This design comes from an exercise in tuning for small area, a short achievable clock period and few clock cycles per item on the open sky130 flow, not from production work. Function was checked by simulation only, so behaviour that the tests miss may differ from the original.

==> run a: inputs <==
Design ladder4_core, start of the top module:
module ladder4_core (
    input  wire        clk,
    input  wire        rst,         
    input  wire        in_valid,
    output wire        in_ready,
    input  wire [31:0] in_x,
    input  wire [31:0] b0,
    input  wire [31:0] b1,
    input  wire [31:0] a1,
    input  wire [31:0] rg,
    input  wire [31:0] wta,
    input  wire [31:0] wtb,
    input  wire [31:0] wtc,
    input  wire [31:0] wtd,
    input  wire [31:0] wte,
    output reg         out_valid,
    output wire [31:0] out_y
);
    localparam [31:0] K_ONE = 32'h3F800000;
    reg  [31:0] s1, o1, o2, o3, o4;
    reg  [31:0] xr, cr, p, h, q, m, acc, s, drv;
    reg         xf;                      
    reg  [5:0]  c;                       
    reg         dr;                      
    reg         tp;                      
    reg         nx;                      
    assign in_ready = ~xf;
    assign out_y    = acc;
    function [31:0] dbl(input [31:0] v);
        dbl = (v[30:23] != 8'd0) ? v + 32'h00800000 : {v[31], v[29:0], 1'b0};
    endfunction
    function [31:0] half(input [31:0] v);
  ...
Settings: LEC_CHECK=0, ABC_AREA=1, CAP_MARGIN=20, CORE_MARGIN=2, CORE_UTILIZATION=40, SLEW_MARGIN=20; clock period 30.0 ns.
run.sh (not shown) runs the stock make flow with config.mk's settings and CLKGATE_MAP_FILE= SYNTH_SCRIPT=/design/flow/synth_recipe.tcl, a recipe that flattens the netlist after the stock synthesis.
==> run b: changes against run a <==
ABC_AREA = unset   (was 1)
==> run c: changes against run a <==
--- a/flow/design.v
+++ b/flow/design.v
@@ -1079,30 +1079,31 @@
     wire b_nan  = b_emax & b_fnz;
     wire a_inf  = a_emax & ~a_fnz;
     wire b_inf  = b_emax & ~b_fnz;
     wire sub    = a[31] ^ b[31];
     wire        swap = (b[30:0] > a[30:0]);
     wire [31:0] p = swap ? b : a;
-    wire [31:0] s = swap ? a : b;
     wire        a_enz = |a[30:23];
     wire        b_enz = |b[30:23];
     wire [7:0]  xa = {a[30:24], a[23] | ~a_enz};
     wire [7:0]  xb = {b[30:24], b[23] | ~b_enz};
     wire [8:0]  dab = {1'b0, xa} - {1'b0, xb};
     wire [8:0]  dba = {1'b0, xb} - {1'b0, xa};
     wire [7:0]  d   = dab[8] ? dba[7:0] : dab[7:0];
-    wire [4:0]  dd  = (d > 8'd27) ? 5'd27 : d[4:0];
+    wire        dbig = |d[7:5];
     wire [7:0]  ep  = swap ? xb : xa;
-    wire [23:0] mp = {swap ? b_enz : a_enz, p[22:0]};
-    wire [23:0] ms = {swap ? a_enz : b_enz, s[22:0]};
-    wire [26:0] ms3  = {ms, 3'b000};
-    wire [26:0] al0  = ms3 >> dd;
-    wire [26:0] lmsk = ~({27{1'b1}} << dd);
-    wire        stk  = |(ms3 & lmsk);
-    wire [26:0] al   = {al0[26:1], al0[0] | stk};
-    wire [27:0] sum = sub ? ({1'b0, mp, 3'b000} - {1'b0, al}) : ({1'b0, mp, 3'b000} + {1'b0, al});
+    wire [26:0] ma3  = {a_enz, a[22:0], 3'b000};
+    wire [26:0] mb3  = {b_enz, b[22:0], 3'b000};
+    wire [26:0] ala  = dbig ? 27'd0 : (ma3 >> d[4:0]);
+    wire [26:0] alb  = dbig ? 27'd0 : (mb3 >> d[4:0]);
+    wire [26:0] lmsk = dbig ? {27{1'b1}} : ~({27{1'b1}} << d[4:0]);
+    wire        stka = |(ma3 & lmsk);
+    wire        stkb = |(mb3 & lmsk);
+    wire [26:0] al   = swap ? {ala[26:1], ala[0] | stka} : {alb[26:1], alb[0] | stkb};
+    wire [26:0] mp3  = swap ? mb3 : ma3;
+    wire [27:0] sum = sub ? ({1'b0, mp3} - {1'b0, al}) : ({1'b0, mp3} + {1'b0, al});
     reg  [27:0] r_sum;
     reg  [7:0]  r_ep;
     reg         r_sp, r_zs, r_nan, r_inf, r_is;
     always @(posedge clk) begin
         r_sum <= sum;
         r_ep  <= ep;
@@ -1155,111 +1156,106 @@
     input  wire [31:0] wte,
     output reg         out_valid,
     output wire [31:0] out_y
 );
     localparam [31:0] K_ONE = 32'h3F800000;
     reg  [31:0] s1, o1, o2, o3, o4;
-    reg  [31:0] xr, cr, p, h, q, m, acc, s, drv;
+    reg  [31:0] xr, cr, p, h, acc, s, drv;
     reg         xf;                      
     reg  [5:0]  c;                       
     reg         dr;                      
     reg         tp;                      
     reg         nx;                      
     assign in_ready = ~xf;
     assign out_y    = acc;
-    function [31:0] dbl(input [31:0] v);
-        dbl = (v[30:23] != 8'd0) ? v + 32'h00800000 : {v[31], v[29:0], 1'b0};
-    endfunction
-    function [31:0] half(input [31:0] v);
-        half = (v[30:24] != 7'd0) ? v - 32'h00800000 : {v[31], 1'b0, v[30:1]};
-    endfunction
-    wire [31:0] k4 = dbl(dbl(rg));
+    wire        rg_n = |rg[30:23];
+    wire [31:0] t2 = rg_n ? {rg[31], rg[30:23] + 8'd1, rg[22:0]} : {rg[31], rg[29:0], 1'b0};
+    wire [31:0] k4 = rg_n ? {rg[31], rg[30:23] + 8'd2, rg[22:0]} :
+                     rg[22] ? {rg[31], 8'd2, rg[21:0], 1'b0} : {rg[31], rg[28:0], 2'b00};
     wire accept = in_valid & ~xf;
     reg  [5:0] cn;
     always @* begin
         if (c == 6'd63)       cn = xf ? 6'd32 : 6'd63;
         else if (c == 6'd36)  cn = 6'd0;
         else if (c == 6'd27)  cn = 6'd0;
         else if (dr && c == 6'd7) cn = 6'd63;
         else                  cn = c + 6'd1;
     end
     wire run_n = (cn[5] == 1'b0);
     wire dr_n  = (c == 6'd27) ? ~nx : (cn == 6'd63 ? 1'b0 : dr);
-    reg m_o4, m_s1, m_s, m_o1, m_o2, m_o3, m_x;        
-    reg h_we, q_we, m_we, am_we;                       
-    reg a_one, a_h, a_s, a_acc;                        
-    reg b_half, b_negp, b_p, b_q, b_m;                 
+    reg m_o1, m_o2, m_o3, m_o4, m_s1, m_x;             
+    reg h_we, am_we;                                   
+    reg a_one, a_h, a_s, a_acc, b_neg;                 
     reg drv_we, s1_we, o1_we, o2_we, o3_we, o4_we, aa_we;    
-    reg k_b1, k_b0, k_a1, k_wa, k_wb, k_wc, k_wd, k_we, k_drv;    
+    reg k_b1, k_b0, k_a1, k_wa, k_wb, k_wc, k_wd, k_we, k_drv, k_k4;    
+    reg d_t2;                                           
     always @(posedge clk) begin
-        m_o4  <= run_n & ((cn == 6'd0) | (cn == 6'd3) | (cn == 6'd20));
-        m_s1  <= run_n & ((cn == 6'd1) | (cn == 6'd4) | (cn == 6'd6));
-        m_o1  <= run_n & ((cn == 6'd2) | (cn == 6'd7) | (cn == 6'd11));
-        m_o2  <= run_n & ((cn == 6'd8) | (cn == 6'd13) | (cn == 6'd17));
-        m_o3  <= run_n & ((cn == 6'd14) | (cn == 6'd19) | (cn == 6'd23));
-        m_s   <= run_n & ((cn == 6'd10) | (cn == 6'd16) | (cn == 6'd22));
+        m_o4  <= run_n & ((cn == 6'd0) | (cn == 6'd3) | (cn == 6'd24));
+        m_s1  <= run_n & ((cn == 6'd1) | (cn == 6'd4) | (cn == 6'd8));
+        m_o1  <= run_n & ((cn == 6'd6) | (cn == 6'd7) | (cn == 6'd10) | (cn == 6'd11));
+        m_o2  <= run_n & ((cn == 6'd12) | (cn == 6'd13) | (cn == 6'd16) | (cn == 6'd17));
+        m_o3  <= run_n & ((cn == 6'd18) | (cn == 6'd19) | (cn == 6'd22) | (cn == 6'd23));
         m_x   <= (cn == 6'd26) | (cn == 6'd36);
         h_we  <= (cn == 6'd2) | (cn == 6'd8) | (cn == 6'd14) | (cn == 6'd20) | (cn == 6'd27) |
                  (cn == 6'd0 && c == 6'd36);
-        q_we  <= (cn == 6'd3) | (cn == 6'd9) | (cn == 6'd15) | (cn == 6'd21);
-        m_we  <= (cn == 6'd4) | (cn == 6'd12) | (cn == 6'd18) | (cn == 6'd24);
-        am_we <= (cn == 6'd7);
+        am_we <= (cn == 6'd9);
         a_one <= (cn == 6'd0) | (cn == 6'd33);
         a_h   <= (cn == 6'd2) | (cn == 6'd6) | (cn == 6'd12) | (cn == 6'd18) | (cn == 6'd24);
         a_s   <= (cn == 6'd8) | (cn == 6'd14) | (cn == 6'd20) | (cn == 6'd26);
         a_acc <= (cn == 6'd5) | (cn == 6'd13) | (cn == 6'd19) | (cn == 6'd25);
-        b_half <= (cn == 6'd0) | (cn == 6'd33);
-        b_negp <= (cn == 6'd2);
-        b_p   <= (cn == 6'd2) | (cn == 6'd6) | (cn == 6'd12) | (cn == 6'd18) | (cn == 6'd24);
-        b_q   <= (cn == 6'd8) | (cn == 6'd14) | (cn == 6'd20) | (cn == 6'd26);
-        b_m   <= (cn == 6'd5) | (cn == 6'd13) | (cn == 6'd19) | (cn == 6'd25);
+        b_neg <= (cn == 6'd2);
         drv_we <= (cn == 6'd1) | (cn == 6'd34);
+        d_t2  <= (cn == 6'd27) | (cn == 6'd32) | (cn == 6'd36);
         aa_we <= (cn == 6'd6) | (cn == 6'd14) | (cn == 6'd20) | (cn == 6'd26);
         k_b1  <= (cn == 6'd0) | (cn == 6'd6) | (cn == 6'd12) | (cn == 6'd18);
-        k_a1  <= (cn == 6'd1) | (cn == 6'd7) | (cn == 6'd13) | (cn == 6'd19);
         k_b0  <= (cn == 6'd3) | (cn == 6'd9) | (cn == 6'd15) | (cn == 6'd21);
+        k_a1  <= (cn == 6'd5) | (cn == 6'd11) | (cn == 6'd17) | (cn == 6'd23);
         k_we  <= (cn == 6'd2);
-        k_wa  <= (cn == 6'd5);
+        k_wa  <= (cn == 6'd7);
         k_wb  <= (cn == 6'd10);
         k_wc  <= (cn == 6'd16);
         k_wd  <= (cn == 6'd22);
         k_drv <= (cn == 6'd25) | (cn == 6'd35);
+        k_k4  <= ~((cn == 6'd0) | (cn == 6'd6) | (cn == 6'd12) | (cn == 6'd18) |
+                   (cn == 6'd3) | (cn == 6'd9) | (cn == 6'd15) | (cn == 6'd21) |
+                   (cn == 6'd5) | (cn == 6'd11) | (cn == 6'd17) | (cn == 6'd23) |
+                   (cn == 6'd2) | (cn == 6'd7) | (cn == 6'd10) | (cn == 6'd16) |
+                   (cn == 6'd22) | (cn == 6'd25) | (cn == 6'd35));
         if (rst) begin
             s1_we <= 1'b0; o1_we <= 1'b0; o2_we <= 1'b0; o3_we <= 1'b0; o4_we <= 1'b0;
         end else begin
             s1_we <= (cn == 6'd3) & ~dr_n;
             o1_we <= (cn == 6'd9);
             o2_we <= (cn == 6'd15);
             o3_we <= (cn == 6'd21);
             o4_we <= (cn == 6'd27);
         end
     end
-    wire [31:0] ma = ({32{m_o4}} & o4) | ({32{m_s1}} & s1) | ({32{m_s}} & s) |
-                     ({32{m_o1}} & o1) | ({32{m_o2}} & o2) | ({32{m_o3}} & o3) |
-                     ({32{m_x}} & xr);
+    wire [31:0] ma = ({32{m_o4}} & o4) | ({32{m_s1}} & s1) | ({32{m_o1}} & o1) |
+                     ({32{m_o2}} & o2) | ({32{m_o3}} & o3) | ({32{m_x}} & xr);
     wire [31:0] my;
     fp32_mul u_mul (.clk(clk), .a(ma), .b(cr), .y(my));
     wire [31:0] aa = ({32{a_one}} & K_ONE) | ({32{a_h}} & h) | ({32{a_s}} & s) |
                      ({32{a_acc}} & acc);
-    wire [31:0] ab = ({32{b_half}} & half(cr)) | ({32{b_p}} & {p[31] ^ b_negp, p[30:0]}) |
-                     ({32{b_q}} & q) | ({32{b_m}} & m);
+    wire [31:0] ab = a_one ? drv : {p[31] ^ b_neg, p[30:0]};
     wire [31:0] ay;
     fp32_add u_add (.clk(clk), .a(aa), .b(ab), .y(ay));
     wire [31:0] ay_clip = (ay[30:0] > K_ONE[30:0]) ? {ay[31], K_ONE[30:0]} : ay;
-    wire [31:0] cr_n = k_b1 ? b1 : k_b0 ? b0 : k_a1 ? a1 : k_wa ? wta : k_wb ? wtb :
-                       k_wc ? wtc : k_wd ? wtd : k_we ? wte : k_drv ? drv : k4;
+    wire [31:0] cr_n = ({32{k_b1}} & b1) | ({32{k_b0}} & b0) | ({32{k_a1}} & a1) |
+                       ({32{k_wa}} & wta) | ({32{k_wb}} & wtb) | ({32{k_wc}} & wtc) |
+                       ({32{k_wd}} & wtd) | ({32{k_we}} & wte) | ({32{k_drv}} & drv) |
+                       ({32{k_k4}} & k4);
     always @(posedge clk) begin
         p  <= my;
         s  <= ay;
         cr <= cr_n;
         if (h_we) h <= my;
-        if (q_we) q <= my;
-        if (m_we) m <= my;
         if (am_we)      acc <= my;
         else if (aa_we) acc <= ay;
-        if (drv_we) drv <= ay;
+        if (drv_we)    drv <= ay;
+        else if (d_t2) drv <= t2;
         if (accept) xr <= in_x;
     end
     always @(posedge clk) begin
         if (rst) begin
             s1 <= 32'd0; o1 <= 32'd0; o2 <= 32'd0; o3 <= 32'd0; o4 <= 32'd0;
             xf <= 1'b0;
==> reports/metrics.yaml <==
status:
  status: "timing/DRC/antenna clean"
logic_synthesis:
  syn_area_mm2: 0.0530
die:
  core-area_mm2: 0.131
finish:
  multi_input_area_mm2: 0.0358
  fin_util_pct: 45.8
  drive_above_1_share_pct: 6.26
worst_setup_path:
  critical_path.endpoint: "u_add.r_sum[26]$_DFF_P_"
the above is filed under run c

==> reports/metrics.yaml <==
finish:
  drive_above_1_share_pct: 7.21
status:
  status: "timing/DRC/antenna clean"
logic_synthesis:
  syn_area_mm2: 0.0624
worst_setup_path:
  critical_path.endpoint: "u_add.r_sum[25]$_DFF_P_"
die:
  core-area_mm2: 0.154
the above is filed under run b

==> reports/metrics.yaml <==
finish:
  drive_above_1_share_pct: 4.66
  fin_util_pct: 45.8
status:
  status: "timing/DRC/antenna clean"
the above is filed under run a

Testbench counts of run a, summed over its fixed seeds: cycles 57,824, items 2,048.
Testbench counts of run b, summed over its fixed seeds: cycles 57,824, items 2,048.
Testbench counts of run c, summed over its fixed seeds: cycles 57,824, items 2,048.

========
==> inputs of 12-18 <==
Another version of the RTL of ladder4_core (not shown whole).
Settings: LEC_CHECK=0, ABC_AREA=1, CAP_MARGIN=10, CORE_MARGIN=2, CORE_UTILIZATION=40, CTS_BUF_LIST=sky130_fd_sc_hd__clkbuf_8 sky130_fd_sc_hd__clkbuf_4, CTS_CLUSTER_SIZE=30, SLEW_MARGIN=10; clock period 30.0 ns.
standard.sh (not shown) runs the stock make flow with config.mk's settings and CLKGATE_MAP_FILE= SYNTH_SCRIPT=/design/flow/synth_recipe.tcl, a recipe that flattens the netlist after the stock synthesis.
==> flow/flow/run.sh <==
#!/bin/bash
set -euo pipefail
MARGIN=$(cat flow/margin.txt)
bash standard.sh SETUP_SLACK_MARGIN=$MARGIN finish > standard.log 2>&1
==> flow/flow/margin.txt <==
22.5
==> inputs of 06-06, as changes to 12-18 <==
--- a/flow/design.v
+++ b/flow/design.v
@@ -38,37 +38,40 @@
                          - (b4 ? 11'sd125 : 11'sd127);
     wire        neg  = s[10];
     wire        fine_ok = ~neg && ($signed({5'd0, l1}) < s);
     wire [4:0]  lc   = neg ? 5'd0 : (fine_ok ? l1[4:0] : s[4:0]);
     wire [10:0] rs   = -s;
     wire [4:0]  rsh  = (rs > 11'd26) ? 5'd26 : rs[4:0];
     wire [9:0]  base = neg ? 10'd0 : (s[9:0] - {5'd0, lc});
-    wire [5:0]  k    = neg ? (6'd24 + {1'b0, rsh}) : (6'd24 - {1'b0, lc});
     reg  [47:0] r_prod;
-    reg  [5:0]  r_k;
-    reg         r_fine, r_nan, r_inf, r_zero, r_sy;
+    reg  [4:0]  r_sh;
+    reg         r_neg, r_fine, r_nan, r_inf, r_zero, r_sy;
     reg  [9:0]  r_base;
     always @(posedge clk) begin
         r_prod <= prod;
-        r_k    <= k;
+        r_sh   <= neg ? rsh : lc;
+        r_neg  <= neg;
         r_fine <= fine_ok;
         r_base <= base;
         r_nan  <= f_nan;
         r_inf  <= f_inf;
         r_zero <= f_zero;
         r_sy   <= a[31] ^ b[31];
     end
-    wire [49:0] pe    = {r_prod, 2'b00};
-    wire [49:0] xs    = pe >> r_k;
-    wire [25:0] x     = xs[25:0];
-    wire [5:0]  km2   = (r_k > 6'd2) ? r_k - 6'd2 : 6'd0;
-    wire        stb   = |(r_prod & ~({48{1'b1}} << km2));    
-    wire        top0  = r_fine & ~x[25];
-    wire [24:0] q     = top0 ? x[24:0] : x[25:1];
-    wire        st    = top0 ? stb : (stb | x[0]);
+    wire [47:0] ql    = r_prod << r_sh;
+    wire [21:0] lmsk  = {22{1'b1}} >> r_sh;
+    wire        stl   = |(r_prod[21:0] & lmsk);
+    wire        top0  = r_fine & ~ql[47];
+    wire [24:0] qlw   = top0 ? ql[46:22] : ql[47:23];
+    wire        stlw  = top0 ? stl : (stl | ql[22]);
+    wire [24:0] qr    = r_prod[47:23] >> r_sh;
+    wire [24:0] rmsk  = ~({25{1'b1}} << r_sh);
+    wire        str   = (|r_prod[22:0]) | (|(r_prod[47:23] & rmsk));
+    wire [24:0] q     = r_neg ? qr : qlw;
+    wire        st    = r_neg ? str : stlw;
     wire [9:0]  ef    = (top0 ? r_base - 10'd1 : r_base) + {9'd0, q[24]};
     wire        inc   = q[0] & (st | q[1]);
     wire [32:0] mag   = {ef, q[23:1]} + {32'd0, inc};
     always @* begin
         if (r_nan)
             y = 32'h7FC00000;
         else if (r_inf)
@@ -1085,22 +1088,26 @@
     wire        a_enz = |a[30:23];
     wire        b_enz = |b[30:23];
     wire [7:0]  xa = {a[30:24], a[23] | ~a_enz};
     wire [7:0]  xb = {b[30:24], b[23] | ~b_enz};
     wire [8:0]  dab = {1'b0, xa} - {1'b0, xb};
     wire [8:0]  dba = {1'b0, xb} - {1'b0, xa};
     wire [7:0]  ep  = swap ? xb : xa;
-    wire [7:0]  d    = dab[8] ? dba[7:0] : dab[7:0];
-    wire        dbig = |d[7:5];
-    wire [26:0] mp3  = swap ? {b_enz, b[22:0], 3'b000} : {a_enz, a[22:0], 3'b000};
-    wire [26:0] ms3  = swap ? {a_enz, a[22:0], 3'b000} : {b_enz, b[22:0], 3'b000};
-    wire [26:0] al0  = dbig ? 27'd0 : (ms3 >> d[4:0]);
-    wire [26:0] lmsk = dbig ? {27{1'b1}} : ~({27{1'b1}} << d[4:0]);
-    wire        stk  = |(ms3 & lmsk);
-    wire [26:0] al   = {al0[26:1], al0[0] | stk};
+    wire [26:0] ma3  = {a_enz, a[22:0], 3'b000};
+    wire [26:0] mb3  = {b_enz, b[22:0], 3'b000};
+    wire        bga  = ~dba[8] & (|dba[7:5]);            
+    wire        bgb  = ~dab[8] & (|dab[7:5]);
+    wire [4:0]  sha  = dba[8] ? 5'd0 : dba[4:0];
+    wire [4:0]  shb  = dab[8] ? 5'd0 : dab[4:0];
+    wire [26:0] ala  = bga ? 27'd0 : (ma3 >> sha);
+    wire [26:0] alb  = bgb ? 27'd0 : (mb3 >> shb);
+    wire        stka = bga ? (|ma3) : |(ma3 & ~({27{1'b1}} << sha));
+    wire        stkb = bgb ? (|mb3) : |(mb3 & ~({27{1'b1}} << shb));
+    wire [26:0] al   = swap ? {ala[26:1], ala[0] | stka} : {alb[26:1], alb[0] | stkb};
+    wire [26:0] mp3  = swap ? mb3 : ma3;
     wire [27:0] sum = {1'b0, mp3} + ({1'b0, al} ^ {28{sub}}) + {27'd0, sub};
     reg  [27:0] r_sum;
     reg  [7:0]  r_ep;
     reg         r_sp, r_zs, r_nan, r_inf, r_is;
     always @(posedge clk) begin
         r_sum <= sum;
         r_ep  <= ep;
@@ -1156,15 +1163,15 @@
     input  wire [31:0] wtd,
     input  wire [31:0] wte,
     output reg         out_valid,
     output wire [31:0] out_y
 );
     localparam [31:0] K_ONE = 32'h3F800000;
     reg  [31:0] s1, o1, o2, o3, o4;
-    reg  [31:0] xr, cr, p, h, acc, drv;
+    reg  [31:0] xr, cr, p, h, acc, s, drv;
     reg         xf;                      
     reg  [5:0]  c;                       
     reg         v_s1, v_o1, v_o2, v_o3, v_o4;    
     reg         dr;                      
     reg         tp;                      
     reg         nx;                      
     assign in_ready = ~xf;
@@ -1179,82 +1186,80 @@
         else if (dr && c == 6'd7) cn = 6'd63;
         else                  cn = c + 6'd1;
     end
     wire run_n = (cn[5] == 1'b0);
     wire dr_n  = (c == 6'd27) ? ~nx : (cn == 6'd63 ? 1'b0 : dr);
     reg m_o1, m_o2, m_o3, m_o4, m_s1, m_x, m_b4;       
     reg h_we, am_we;                                   
-    reg a_one, a_h, a_o1, a_o2, a_o3, a_o4, a_acc, b_neg;    
+    reg a_one, a_h, a_s, a_acc, b_neg;                 
     reg drv_we, s1_we, o1_we, o2_we, o3_we, o4_we, aa_we;    
-    reg k_b1, k_b0, k_a1, k_wa, k_wb, k_wc, k_wd, k_we, k_rg;    
+    reg k_b1, k_b0, k_a1, k_wa, k_wb, k_wc, k_wd, k_we, k_drv, k_rg;    
     reg d_t2;                                           
     always @(posedge clk) begin
         m_o4  <= run_n & ((cn == 6'd0) | (cn == 6'd3) | (cn == 6'd24));
         m_s1  <= run_n & ((cn == 6'd1) | (cn == 6'd4) | (cn == 6'd8));
         m_o1  <= run_n & ((cn == 6'd6) | (cn == 6'd7) | (cn == 6'd10) | (cn == 6'd11));
         m_o2  <= run_n & ((cn == 6'd12) | (cn == 6'd13) | (cn == 6'd16) | (cn == 6'd17));
         m_o3  <= run_n & ((cn == 6'd18) | (cn == 6'd19) | (cn == 6'd22) | (cn == 6'd23));
         m_x   <= (cn == 6'd26) | (cn == 6'd37);
         m_b4  <= (cn == 6'd0);
         h_we  <= (cn == 6'd2) | (cn == 6'd8) | (cn == 6'd14) | (cn == 6'd20) | (cn == 6'd27) |
                  (cn == 6'd0 && c == 6'd37);
         am_we <= (cn == 6'd9);
         a_one <= (cn == 6'd1) | (cn == 6'd34);
         a_h   <= (cn == 6'd2) | (cn == 6'd6) | (cn == 6'd12) | (cn == 6'd18) | (cn == 6'd24);
-        a_o1  <= (cn == 6'd8);
-        a_o2  <= (cn == 6'd14);
-        a_o3  <= (cn == 6'd20);
-        a_o4  <= (cn == 6'd26);
+        a_s   <= (cn == 6'd8) | (cn == 6'd14) | (cn == 6'd20) | (cn == 6'd26);
         a_acc <= (cn == 6'd5) | (cn == 6'd13) | (cn == 6'd19) | (cn == 6'd25);
         b_neg <= (cn == 6'd2);
         drv_we <= (cn == 6'd2) | (cn == 6'd35);
         d_t2  <= (cn == 6'd0) | (cn == 6'd33);
         aa_we <= (cn == 6'd6) | (cn == 6'd14) | (cn == 6'd20) | (cn == 6'd26);
         k_b1  <= (cn == 6'd0) | (cn == 6'd6) | (cn == 6'd12) | (cn == 6'd18);
         k_b0  <= (cn == 6'd3) | (cn == 6'd9) | (cn == 6'd15) | (cn == 6'd21);
         k_a1  <= (cn == 6'd5) | (cn == 6'd11) | (cn == 6'd17) | (cn == 6'd23);
         k_we  <= (cn == 6'd2);
         k_wa  <= (cn == 6'd7);
         k_wb  <= (cn == 6'd10);
         k_wc  <= (cn == 6'd16);
         k_wd  <= (cn == 6'd22);
+        k_drv <= (cn == 6'd25) | (cn == 6'd36);
         k_rg  <= ~((cn == 6'd0) | (cn == 6'd6) | (cn == 6'd12) | (cn == 6'd18) |
                    (cn == 6'd3) | (cn == 6'd9) | (cn == 6'd15) | (cn == 6'd21) |
                    (cn == 6'd5) | (cn == 6'd11) | (cn == 6'd17) | (cn == 6'd23) |
                    (cn == 6'd2) | (cn == 6'd7) | (cn == 6'd10) | (cn == 6'd16) |
-                   (cn == 6'd22));
+                   (cn == 6'd22) | (cn == 6'd25) | (cn == 6'd36));
         if (rst) begin
             s1_we <= 1'b0; o1_we <= 1'b0; o2_we <= 1'b0; o3_we <= 1'b0; o4_we <= 1'b0;
         end else begin
             s1_we <= (cn == 6'd3) & ~dr_n;
-            o1_we <= ((cn == 6'd7) & ~dr_n) | (cn == 6'd9);
-            o2_we <= (cn == 6'd13) | (cn == 6'd15);
-            o3_we <= (cn == 6'd19) | (cn == 6'd21);
-            o4_we <= (cn == 6'd25) | (cn == 6'd27);
+            o1_we <= (cn == 6'd9);
+            o2_we <= (cn == 6'd15);
+            o3_we <= (cn == 6'd21);
+            o4_we <= (cn == 6'd27);
         end
     end
     wire [31:0] ma = ({32{m_o4 & v_o4}} & o4) | ({32{m_s1 & v_s1}} & s1) |
                      ({32{m_o1 & v_o1}} & o1) | ({32{m_o2 & v_o2}} & o2) |
                      ({32{m_o3 & v_o3}} & o3) | ({32{m_x}} & xr);
-    wire [31:0] mb = m_x ? drv : cr;
     wire [31:0] my;
-    fp32_mul u_mul (.clk(clk), .a(ma), .b(mb), .b4(m_b4), .y(my));
-    wire [31:0] aa = ({32{a_one}} & K_ONE) | ({32{a_h}} & h) | ({32{a_acc}} & acc) |
-                     ({32{a_o1}} & o1) | ({32{a_o2}} & o2) | ({32{a_o3}} & o3) |
-                     ({32{a_o4}} & o4);
+    fp32_mul u_mul (.clk(clk), .a(ma), .b(cr), .b4(m_b4), .y(my));
+    wire [31:0] aa = ({32{a_one}} & K_ONE) | ({32{a_h}} & h) | ({32{a_s}} & s) |
+                     ({32{a_acc}} & acc);
     wire [31:0] ab = a_one ? drv : {p[31] ^ b_neg, p[30:0]};
     wire [31:0] ay;
     wire        ay_gt1;
     fp32_add u_add (.clk(clk), .a(aa), .b(ab), .y(ay), .gt1(ay_gt1));
     wire [31:0] ay_clip = ay_gt1 ? {ay[31], K_ONE[30:0]} : ay;
     wire [31:0] cr_n = ({32{k_b1}} & b1) | ({32{k_b0}} & b0) | ({32{k_a1}} & a1) |
                        ({32{k_wa}} & wta) | ({32{k_wb}} & wtb) | ({32{k_wc}} & wtc) |
-                       ({32{k_wd}} & wtd) | ({32{k_we}} & wte) | ({32{k_rg}} & rg);
+                       ({32{k_wd}} & wtd) | ({32{k_we}} & wte) | ({32{k_drv}} & drv) |
+                       ({32{k_rg}} & rg);
     always @(posedge clk) begin
         p  <= my;
+        s  <= ay;
         cr <= cr_n;
         if (h_we) h <= my;
         if (am_we)      acc <= my;
         else if (aa_we) acc <= ay;
         if (drv_we)    drv <= ay;
         else if (d_t2) drv <= t2;
         if (!xf) xr <= in_x;
==> flow/config.mk (replaced) <==
export PLATFORM = sky130hd
export DESIGN_NAME = ladder4_core
export DESIGN_NICKNAME = ladder4_core
export VERILOG_FILES = /design/flow/design.v
export SDC_FILE = /design/flow/constraint.sdc
export NUM_CORES = 4
export LEC_CHECK = 0
export ABC_AREA = 1
export CAP_MARGIN = 20
export CORE_MARGIN = 2
export CORE_UTILIZATION = 40
export SLEW_MARGIN = 20
==> summary of the runs <==
In 06-06 the sequential cell count is higher than in 12-18, by 30. Between 06-06 and 12-18, the lower worst hold slack is in 06-06 (gap 7.2 ps). Against 12-18, the sequential share of layout area of 06-06 is higher by 0.81 points. Of 06-06 and 12-18, 12-18 has the higher utilization (gap 1.7 points). Between 12-18 and 06-06, the lower clock skew is in 06-06 (gap 26 ps). Non-clock buffer count: 06-06 is lower than 12-18 (95). Count of clock-buffer cells in the layout: 06-06 is lower than 12-18 (51). Against 06-06, the die area of 12-18 is lower by 3.7%.
Testbench counts of 12-18, summed over its fixed seeds: cycles 57,856, items 2,048.
Testbench counts of 06-06, summed over its fixed seeds: cycles 57,856, items 2,048.

==> separate check: timing with driven ports <==
In the flow no input, the clock included, has a driving cell. The finished layouts below were timed again as built, in two steps.
Step 1 assumes that a clkbuf_16 drives the clock port and a buf_2 every other input.
Step 2 moves the port delays by t, midway between the first and last clock arrival at a register: inputs arrive t later, outputs are due t later. That takes back most of the time a late clock gives input paths.
Three values: ideal ports, drivers, drivers and shift; two values: the first two.
run	t, ns	setup WS [ns]	slew at the worst register clock pin (ns)
run a	0.722	17.982 / 17.982 / 17.982	0.07 / 0.07
run b	0.728	18.083 / 18.083 / 18.083	0.08 / 0.08
run c	0.744	19.194 / 19.194 / 19.194	0.07 / 0.07
12-18	0.794	22.368 / 22.368 / 21.778	0.07 / 0.07
06-06	0.742	22.507 / 22.434 / 21.875	0.08 / 0.08
After both steps every run listed still meets setup and hold. The setup slack of 06-06, which loses most, moves by -0.073 ns with the drivers and by -0.632 ns with both steps.
